This is an optimization exercise on Yosys and OpenROAD, whose aim is small area, a short achievable clock period and few clock cycles, not a production implementation. At most, simulation tests tie the RTL to the original design; equivalence was not proved. Power figures rest on the tool's default switching activity, not on a simulated workload.

job 9599:
Design rawc_seq, start of the top module:
module rawc_seq (
    input  wire        clk,
    input  wire        rst,         
    input  wire        cmd_valid,
    output wire        cmd_ready,
    input  wire [31:0] cmd_word,
    input  wire        wr_valid,
    output wire        wr_ready,
    input  wire [7:0]  wr_byte,
    output wire        rd_valid,
    output wire [7:0]  rd_byte,
    output wire        rsp_valid,
    input  wire        rsp_ready,
    output wire [31:0] rsp_word,
    output wire        p_valid,
    input  wire        p_ready,
    output wire [3:0]  p_kind,
    output wire [5:0]  p_reg,
    output wire        p_word,
    output wire [15:0] p_wdata,
    input  wire [31:0] p_rdata
);
    localparam [3:0] K_RD    = 4'd1;    
    localparam [3:0] K_WR    = 4'd2;    
    localparam [3:0] K_ARD   = 4'd3;    
    localparam [3:0] K_ARDB  = 4'd4;    
    localparam [3:0] K_AWR   = 4'd5;    
    localparam [3:0] K_AWRB  = 4'd6;    
    localparam [3:0] K_EDIS  = 4'd7;    
    localparam [3:0] K_EEN   = 4'd8;    
    localparam [3:0] K_TMR   = 4'd9;    
    localparam [3:0] K_DLY   = 4'd10;   
    localparam [3:0] K_DIAG  = 4'd11;   
    localparam [3:0] OP_INIT     = 4'h1;
    localparam [3:0] OP_ALLOC_M  = 4'h2;
    localparam [3:0] OP_ALLOC_D  = 4'h3;
    localparam [3:0] OP_DEALL_M  = 4'h4;
    localparam [3:0] OP_DEALL_D  = 4'h5;
    localparam [3:0] OP_MOUNT_RX = 4'h6;
    localparam [3:0] OP_SEND_M   = 4'h7;
    localparam [3:0] OP_SET_IDX  = 4'h8;
    localparam [3:0] OP_GET_IDX  = 4'h9;
  ...
clock: 5.0 ns
lec_check: 0
cap_margin: 10
core_margin: 2
core_utilization: 55
setup_slack_margin: 1.75
slew_margin: 10
standard.sh (not shown) runs the stock make flow with config.mk's settings and CLKGATE_MAP_FILE= SYNTH_SCRIPT=/design/flow/synth_recipe.tcl, a recipe that flattens the netlist after the stock synthesis.
==> flow/flow/run.sh <==
#!/bin/bash
# Layout flow: the standard ORFS flow (standard.sh), with these changes:
#  - the port buffers inserted during placement use the smallest buffer cell;
#  - synthesis leaves adders to ABC instead of extracting half/full adder
#    cells (ADDER_MAP_FILE empty), so carry chains are mapped as logic; the
#    synthesis script and its register names are the standard ones;
#  - clock tree synthesis uses clkbuf_4/clkbuf_8 and adds no dummy loads.
set -euo pipefail
export BUFFER_PORTS_ARGS="-buffer_cell sky130_fd_sc_hd__buf_1"
export ADDER_MAP_FILE=
export CTS_ARGS="-sink_clustering_enable -repair_clock_nets -buf_list {sky130_fd_sc_hd__clkbuf_4 sky130_fd_sc_hd__clkbuf_8} -dont_use_dummy_load"
bash standard.sh > standard_flow.log 2>&1
Testbench counts of job 9599, summed over its fixed seeds: cycles 146,720.
Setup changes, job 9599 to job 3618
Settings: a change of SLEW_MARGIN from 10 to 20; a change of SETUP_SLACK_MARGIN from 1.75 to 1.5; a change of CAP_MARGIN from 10 to 20.
[summary]
Job 9599 and job 3618 all finish clean. Per the comparison of job 3618 with job 9599, buffers plus inverters on the worst setup path increased 1; relative contribution of combinational cells to total power now smaller; number of buffers other than clock buffers in the final layout went down; vias after detailed routing decreased by 1.6% relative to the old numbers.
--- input diff job 3618..job 242 ---
Settings: CAP_MARGIN changed from 20 to 10; SLEW_MARGIN changed from 20 to 10; ABC_AREA newly set to 1; SETUP_SLACK_MARGIN changed from 1.5 to 1.6.
Job 242: done, clean on timing, DRC and antenna
Looking at synthesized cell count, job 242 sits 380 higher than job 3618 does.
Job 242 vs job 3618: relative contribution of combinational cells to total power up
Of the two values seen for leading cell type in the layout, fill and taps excluded, sky130_fd_sc_hd__nand2_1 was produced by job 242 and sky130_fd_sc_hd__buf_1 by job 3618.
Changes observed in job 242 relative to job 3618: share of the clock period used by the worst path went down, core utilization went down by 1.0 points, max-slew headroom at the worst pin grew by 8.3 points, worst hold slack after final layout -0.023 ns.
Modified inputs, job 1791 compared to job 242
Settings: changing CORE_UTILIZATION from 55 to 65; removing ABC_AREA (formerly 1).
--- outcome ---
The leading power group comes out combinational logic in one run and registers in the other, namely in job 242 and job 1791 respectively. Most frequent standard cell in the layout excluding fill and tap cells = sky130_fd_sc_hd__nand2_1: job 242; most frequent standard cell in the layout excluding fill and tap cells = sky130_fd_sc_hd__buf_1: job 1791. Taking job 242 as the reference, in job 1791 total power per unit cell area fell 190 mW/mm2; layout buffering overhead excluding clock cells rose by 2.6 points; static leakage decreased by about 34% relative to the old numbers. On wire length of the first global-routing pass: between job 1791 and job 242, it ends up higher for job 242. Measured against job 1791, the final cell area excluding filler cells of job 242 comes out at 1.06 times the reference value.
### job 1791 -> job 3962
Settings: an added TNS_END_PERCENT of 20; a change of SETUP_SLACK_MARGIN from 1.6 to 1.8; a change of CORE_UTILIZATION from 65 to 55.
Results
[job 3962] sequential portion of the cell area fell 0.39 points relative to job 1791
The slowest cell on the critical path comes out sky130_fd_sc_hd__dfxtp_4 in one run and sky130_fd_sc_hd__dfxtp_1 in the other, namely in job 1791 and job 3962 respectively.
Compared with job 1791, in job 3962 final critical-path required period now sits lower, wire length of the first global-routing pass now sits higher.
Job 3962 has area occupied by multi-input gates above what job 1791 had.

---

rawc_seq, a different RTL version from the one above (not shown whole).
Size in the first run: about 970 cells after synthesis, ~83 flip-flops, about 7900 um^2 of cells after synthesis.
export LEC_CHECK = 0
export CAP_MARGIN = 20
export CORE_MARGIN = 2
export CORE_UTILIZATION = 40
export SETUP_SLACK_MARGIN = 2.0
export SLEW_MARGIN = 20
create_clock -name core_clock -period 5.0 [get_ports {clk}]
==> flow/flow/run.sh <==
#!/bin/bash
# Layout flow: the standard ORFS flow, unchanged, except that the port
# buffers inserted during placement use the smallest buffer cell.
set -euo pipefail
export BUFFER_PORTS_ARGS="-buffer_cell sky130_fd_sc_hd__buf_1"
bash standard.sh > standard_flow.log 2>&1
The starting point completed with no timing, DRC or antenna violations.
Testbench counts at the start, summed over its fixed seeds: cycles 146,720.
==> next run, changes <==
- SETUP_SLACK_MARGIN: 2.0 -> 1.5
Outcome:
- global-route usage goes down by 0.48 points
- critical path depth stays the same
- combinational power goes down by roughly a tenth
- setup slack gains 0.060 ns
- core utilization goes down by 5.9 points
==> next run, changes <==
==> flow/run.sh (new file) <==
#!/bin/bash
# synth_recipe.tcl (not shown) runs the flow's synth.tcl, then flattens the netlist and writes it again
# the make line also repeats each setting of config.mk as NAME=value (left out here)
make -C /OpenROAD-flow-scripts/flow DESIGN_CONFIG=/design/flow/config.mk WORK_HOME=/design/flow/orfs CLKGATE_MAP_FILE= SYNTH_SCRIPT=/design/flow/synth_recipe.tcl finish
removed: flow/flow/run.sh
removed: flow/standard.sh
=>
- combinational power increases by 26%
- area after synthesis does not change
- die area is unchanged
- global-route usage rises by 0.98 points
- utilization grows by 6.7 points
- synthesized cell count stays the same
- wire length went up by 4.2%
- clock skew rises by 0.0051 ns
- setup slack loses 0.023 ns
- sequential share of layout area went down by 3.1 points
- maximum frequency drops by 0.65%

---

== onyx ==
Another version of the RTL of rawc_seq (not shown whole).
For scale: roughly 940 cells after synthesis, about 83 flip-flops, roughly 150 I/O pins, about 7900 um^2 of cells after synthesis.
clock: 5.0 ns
lec_check: 0
cap_margin: 20
core_margin: 2
core_utilization: 40
setup_slack_margin: 1.5
slew_margin: 20
==> flow/flow/run.sh <==
#!/bin/bash
# Layout flow: the standard ORFS flow, unchanged, except that the port
# buffers inserted during placement use the smallest buffer cell.
set -euo pipefail
export BUFFER_PORTS_ARGS="-buffer_cell sky130_fd_sc_hd__buf_1"
bash standard.sh > standard_flow.log 2>&1
[inputs] harbor vs onyx
==> flow/run.sh (new file) <==
#!/bin/bash
# synth_recipe.tcl (not shown) runs the flow's synth.tcl, then flattens the netlist and writes it again
# the make line also repeats each setting of config.mk as NAME=value (left out here)
make -C /OpenROAD-flow-scripts/flow DESIGN_CONFIG=/design/flow/config.mk WORK_HOME=/design/flow/orfs CLKGATE_MAP_FILE= SYNTH_SCRIPT=/design/flow/synth_recipe.tcl finish
removed: flow/flow/run.sh
removed: flow/standard.sh
Results
- Setup slack in harbor is larger than in onyx.
- Post-CTS setup repair buffer count was higher in harbor than in onyx.
- Share of total power consumed by net switching: harbor vs onyx down 0.74 points
No functional check of the RTL was part of any run of this note.

---

Setup of raven:
rawc_seq, a different RTL version from the one above (not shown whole).
For scale: roughly 83 flip-flops.
Settings: LEC_CHECK=0, CAP_MARGIN=20, CORE_MARGIN=2, CORE_UTILIZATION=60, SETUP_SLACK_MARGIN=1.5, SLEW_MARGIN=20; clock period 5.0 ns.
==> flow/flow/run.sh <==
#!/bin/bash
# Layout flow: the standard ORFS flow, unchanged, except that the port
# buffers inserted during placement use the smallest buffer cell.
set -euo pipefail
export BUFFER_PORTS_ARGS="-buffer_cell sky130_fd_sc_hd__buf_1"
bash standard.sh > standard_flow.log 2>&1
raven ended with every stage complete and zero timing, DRC or antenna violations.
For sierra, these inputs were changed with respect to raven:
==> flow/flow/run.sh <==
#!/bin/bash
# Layout flow: the standard ORFS flow (standard.sh), with two changes:
#  - the port buffers inserted during placement use the smallest buffer cell;
#  - synthesis leaves adders to ABC instead of extracting half/full adder
#    cells (ADDER_MAP_FILE empty), so carry chains are mapped as logic.
# The synthesis script and its register names are the standard ones.
set -euo pipefail
export BUFFER_PORTS_ARGS="-buffer_cell sky130_fd_sc_hd__buf_1"
export ADDER_MAP_FILE=
bash standard.sh > standard_flow.log 2>&1
diff --git a/flow/config.mk b/flow/config.mk
--- a/flow/config.mk
+++ b/flow/config.mk
@@ -7,5 +7,6 @@
 export LEC_CHECK = 0
+export ABC_CLOCK_PERIOD_IN_PS = 2500
 export CAP_MARGIN = 20
 export CORE_MARGIN = 2
-export CORE_UTILIZATION = 60
+export CORE_UTILIZATION = 40
 export SETUP_SLACK_MARGIN = 1.5
### Flow results
Per the comparison of sierra with raven, first-pass GRT wire length up about 3.7%; post-layout instance count excluding filler cells went up by 51; register clock-pin slew on the reported worst setup and hold paths closely matched the old numbers; setup slack went up by 0.21 ns. From raven to sierra the numbers moved as follows: via count moved down; detailed placer's ending HPWL moved up; post-synthesis share of cell area spent on xor and xnor gates moved up; fraction of the cycle the final worst path needs moved down. For sierra, the cell with the biggest individual delay on the critical path was sky130_fd_sc_hd__or3b_2, unlike raven, where it was sky130_fd_sc_hd__a221o_1.
diff inputs: sierra => juniper
diff --git a/flow/config.mk b/flow/config.mk
--- a/flow/config.mk
+++ b/flow/config.mk
@@ -7,3 +7,2 @@
 export LEC_CHECK = 0
-export ABC_CLOCK_PERIOD_IN_PS = 2500
 export CAP_MARGIN = 20
@@ -11,3 +10,3 @@
 export CORE_UTILIZATION = 40
-export SETUP_SLACK_MARGIN = 1.5
+export SETUP_SLACK_MARGIN = 2.5
 export SLEW_MARGIN = 20
==> notes.md <==
No stage failed in juniper, and the final checks on the layout all came back clean. sierra | stages: all done | timing, DRC, antenna: all pass. sierra → juniper: portion of total power attributed to sequential cells rose by 0.6 points, non-filler instance count after layout rose by 9.0%, global-route usage over all layers rose by 2.7 points, number of clock buffer instances in the layout fell by 3. Sort sierra and juniper by global-route met2 utilization asc -> top: sierra.
No functional check of the RTL was part of any run of this note.

==> static timing again, ports no longer ideal <==
The flow's constraints put no driver on any port. The routed layouts listed below were extracted and timed again, unchanged, in two steps. Step 1 assumes that a clkbuf_16 drives the clock port and a buf_2 every other input. Step 2 adds t to the input delays and takes it off the output delays; t is the mean of the earliest and latest rising clock arrival at the registers after step 1. Input paths then give back, and output paths get back, about the clock's delay inside the block. Slacks: ideal ports / drivers / drivers and shift; pairs: ideal ports / drivers.
| run | shift t [ns] | setup slack, ns | slew at the worst register clock pin (ns) | worst slew at a driven data input, ns | pins driven straight from the clock port |
|---|---|---|---|---|---|
| job 9599 | 0.417 | 1.742 / 1.702 / 1.407 | 0.09 / 0.09 | 0.04 | 1 |
| job 3618 | 0.411 | 1.484 / 1.444 / 1.232 | 0.10 / 0.10 | 0.04 | 1 |
| job 242 | 0.412 | 1.685 / 1.646 / 1.588 | 0.10 / 0.10 | 0.06 | 1 |
| job 1791 | 0.407 | 1.615 / 1.579 / 1.321 | 0.09 / 0.09 | 0.04 | 1 |
| job 3962 | 0.420 | 1.687 / 1.647 / 1.332 | 0.10 / 0.10 | 0.04 | 1 |
| the first run of note 2 | 0.394 | 1.436 / 1.391 / 1.409 | 0.07 / 0.07 | 0.08 | 1 |
| the second run of note 2 | 0.395 | 1.495 / 1.452 / 1.157 | 0.07 / 0.07 | 0.07 | 1 |
| the third run of note 2 | 0.398 | 1.473 / 1.430 / 1.206 | 0.07 / 0.07 | 0.07 | 1 |
| onyx | 0.387 | 1.471 / 1.433 / 1.082 | 0.07 / 0.07 | 0.06 | 1 |
| harbor | 0.391 | 1.492 / 1.470 / 1.079 | 0.07 / 0.07 | 0.06 | 1 |
| raven | 0.393 | 1.381 / 1.339 / 0.990 | 0.06 / 0.06 | 0.06 | 1 |
| sierra | 0.391 | 1.587 / 1.545 / 1.226 | 0.07 / 0.07 | 0.04 | 1 |
| juniper | 0.393 | 1.712 / 1.682 / 1.317 | 0.07 / 0.07 | 0.06 | 1 |
After both steps setup and hold are still met in every run listed. The setup slack of harbor, which loses most, moves by -0.022 ns with the drivers and by -0.413 ns with both steps.
